Source: an optimization exercise on an open RTL-to-GDS flow (aim: small area, a short achievable clock period and few clock cycles). Production flows keep margins and buffers that such runs may drop.
RTL that was checked went through simulation tests only; none was proved equivalent to the original.
Power and IR drop assume default switching activity.

Design upb, start of the top module:
module upb (
    input  wire        clk,
    input  wire        rst,           
    input  wire        cmd_valid,
    output wire        cmd_ready,
    input  wire [39:0] cmd,
    output wire [31:0] res,
    output wire [3:0]  flt,
    output wire [1:0]  st,
    output wire        tx_valid,
    output wire [7:0]  tx_data,
    input  wire        rx_valid,
    output wire        rx_ready,
    input  wire [7:0]  rx_data,
    output wire [23:0] mem_addr,
    input  wire [7:0]  mem_rdata
);
For scale: roughly 31000 um2 of cells after synthesis.
export LEC_CHECK = 0
export ABC_CLOCK_PERIOD_IN_PS = 3000
export CAP_MARGIN = 20
export CORE_MARGIN = 2
export CORE_UTILIZATION = 60
export SLEW_MARGIN = 20
create_clock -name core_clock -period 12.0 [get_ports {clk}]
standard.sh (not shown) runs the stock make flow with config.mk's settings and CLKGATE_MAP_FILE= SYNTH_SCRIPT=/design/flow/synth_recipe.tcl, a recipe that flattens the netlist after the stock synthesis.
==> flow/flow/run.sh <==
#!/bin/bash
set -euo pipefail
bash standard.sh SETUP_SLACK_MARGIN=8.6 finish > standard_make.log 2>&1
Change:
CORE_UTILIZATION = 45   (was 60)
=> First-iteration DRC count came out lower by about 30%. Worst hold slack degrades by 0.0031 ns. Non-clock buffer count grows by 12. Total power goes down by 0.36%. Final cell count came out higher by 6.2%. Maximum frequency came out lower by 0.65%. Combinational power is about the same. Design area grows by about 1%. Worst setup slack loses 0.023 ns.
Function was not checked in any run of this note: the RTL went through the layout flow alone.

* * *

Another version of the RTL of upb (not shown whole).
For scale: ~130 I/O pins, about 31,000 sq um of cells after synthesis.
==> flow/config.mk <==
export PLATFORM = sky130hd
export DESIGN_NAME = upb
export DESIGN_NICKNAME = upb
export VERILOG_FILES = /design/flow/design.v
export SDC_FILE = /design/flow/constraint.sdc
export NUM_CORES = 4
export LEC_CHECK = 0
export ABC_CLOCK_PERIOD_IN_PS = 3000
export CAP_MARGIN = 5
export CORE_MARGIN = 2
export CORE_UTILIZATION = 45
export CTS_CLUSTER_DIAMETER = 90
export CTS_CLUSTER_SIZE = 24
export SLEW_MARGIN = 5
==> flow/constraint.sdc <==
create_clock -name core_clock -period 12.0 [get_ports {clk}]
set_input_delay 2.4000 -clock core_clock [delete_from_list [all_inputs] [get_ports {clk}]]
set_output_delay 2.4000 -clock core_clock [all_outputs]
set_load 0.01 [all_outputs]
==> flow/flow/run.sh <==
#!/bin/bash
set -euo pipefail
bash standard.sh SETUP_SLACK_MARGIN=8.5 finish > standard_make.log 2>&1
Testbench counts at the start, summed over its fixed seeds: cycles 72,184.
Then changed:
==> flow/flow/run.sh (replaced) <==
#!/bin/bash
set -euo pipefail
bash standard.sh SETUP_SLACK_MARGIN=8.4 finish > standard_make.log 2>&1
Settings changed: CAP_MARGIN 5 to 20, CTS_CLUSTER_DIAMETER 90 to 95, CTS_CLUSTER_SIZE 24 to 27, SLEW_MARGIN 5 to 20.
Wire length drops by 0.47%.
Via count is about the same.
Count of clock-buffer cells in the layout drops by 5.
Sequential power hardly moves.
Clock power drops by about 6%.
Cell count drops by 0.50%.
Worst setup slack gets better by 0.090 ns.
Maximum frequency climbs by 2.5%.
Then changed:
==> flow/flow/run.sh (replaced) <==
#!/bin/bash
set -euo pipefail
bash standard.sh SETUP_SLACK_MARGIN=8.45 finish > standard_make.log 2>&1
Settings changed: CORE_UTILIZATION 45 to 55.
Result: The changed run produced a clean layout; design area went down by 1.1%; synthesized cell count is unchanged; clock-buffer cell count fell by 1; worst setup slack improved by 0.020 ns; sequential power barely changes; wire length decreases by 9.0%; core utilization goes up by 11 points; register-to-register slack is about the same; hold slack is about the same; first-iteration DRC count increases by 27%; total power goes down by 2.7%.

* * *

upb with an RTL version that a note above also has.
Size: ~3400 cells after synthesis, about 720 flip-flops, roughly 130 I/O pins, roughly 31000 µm² of cells after synthesis.
make LEC_CHECK=0 ABC_CLOCK_PERIOD_IN_PS=3000 CAP_MARGIN=20 CORE_MARGIN=2 CORE_UTILIZATION=45 SETUP_SLACK_MARGIN=5 SLEW_MARGIN=20 finish   # period 12.0 ns
run.sh (not shown) runs the stock make flow with config.mk's settings and CLKGATE_MAP_FILE= SYNTH_SCRIPT=/design/flow/synth_recipe.tcl, a recipe that flattens the netlist after the stock synthesis.
Stock flow here: none of the scripts above is used.
The baseline produced a clean layout.
Then changed:
==> flow/flow/run.sh (new file) <==
#!/bin/bash
set -euo pipefail
bash standard.sh SETUP_SLACK_MARGIN=8.45 finish > standard_make.log 2>&1
==> flow/standard.sh (new file) <==
#!/bin/bash
# synth_recipe.tcl (not shown) runs the flow's synth.tcl, then flattens the netlist and writes it again
# the make line also repeats each setting of config.mk as NAME=value (left out here)
make -C /OpenROAD-flow-scripts/flow DESIGN_CONFIG=/design/flow/config.mk WORK_HOME=/design/flow/orfs CLKGATE_MAP_FILE= SYNTH_SCRIPT=/design/flow/synth_recipe.tcl "${@:-finish}"
Settings changed: SETUP_SLACK_MARGIN 5 to not set.
removed: flow/run.sh
Result: The changed run produced a clean layout; combinational power is higher by 7.8%; global-route usage rises by 0.39 points; maximum frequency increases by 21%; setup slack gains 0.74 ns; clock power hardly moves; clock skew came out higher by 0.020 ns; via count goes up by 3.0%; cell area climbs by 4.3%.
No functional check of the RTL was part of any run of this note.

[separate check: timing with driven ports]
The results above use ideal ports. As a check the final layouts listed here were re-extracted and re-timed, cells and wires unchanged.
Step 1 assumes that a clkbuf_16 drives the clock port and a buf_2 every other input.
Step 2 times the ports against the registers' clock, not the clock port: input delays grow and output delays shrink by t, the midpoint of the rising clock arrivals with the driver on.
a / b / c = ideal ports / drivers / drivers and shift; a / b = the first two.
run | t (ns) | setup WS [ns] | worst setup path at the end
the first run of note 1 | 0.701 | 8.457 / 8.392 / 7.975 | input to register
the second run of note 1 | 0.719 | 8.434 / 8.369 / 7.922 | input to register
the first run of note 2 | 0.693 | 8.313 / 8.313 / 7.988 | input to register
the second run of note 2 | 0.681 | 8.403 / 8.337 / 7.953 | input to register
the third run of note 2 | 0.661 | 8.423 / 8.367 / 7.986 | input to register
the first run of note 3 | 0.698 | 7.660 / 7.660 / 7.356 | input to register
the second run of note 3 | 0.709 | 8.402 / 8.334 / 7.829 | input to register
After both steps every run listed still meets setup and hold. The setup slack of the second run of note 3, which loses most, moves by -0.068 ns with the drivers and by -0.573 ns with both steps.
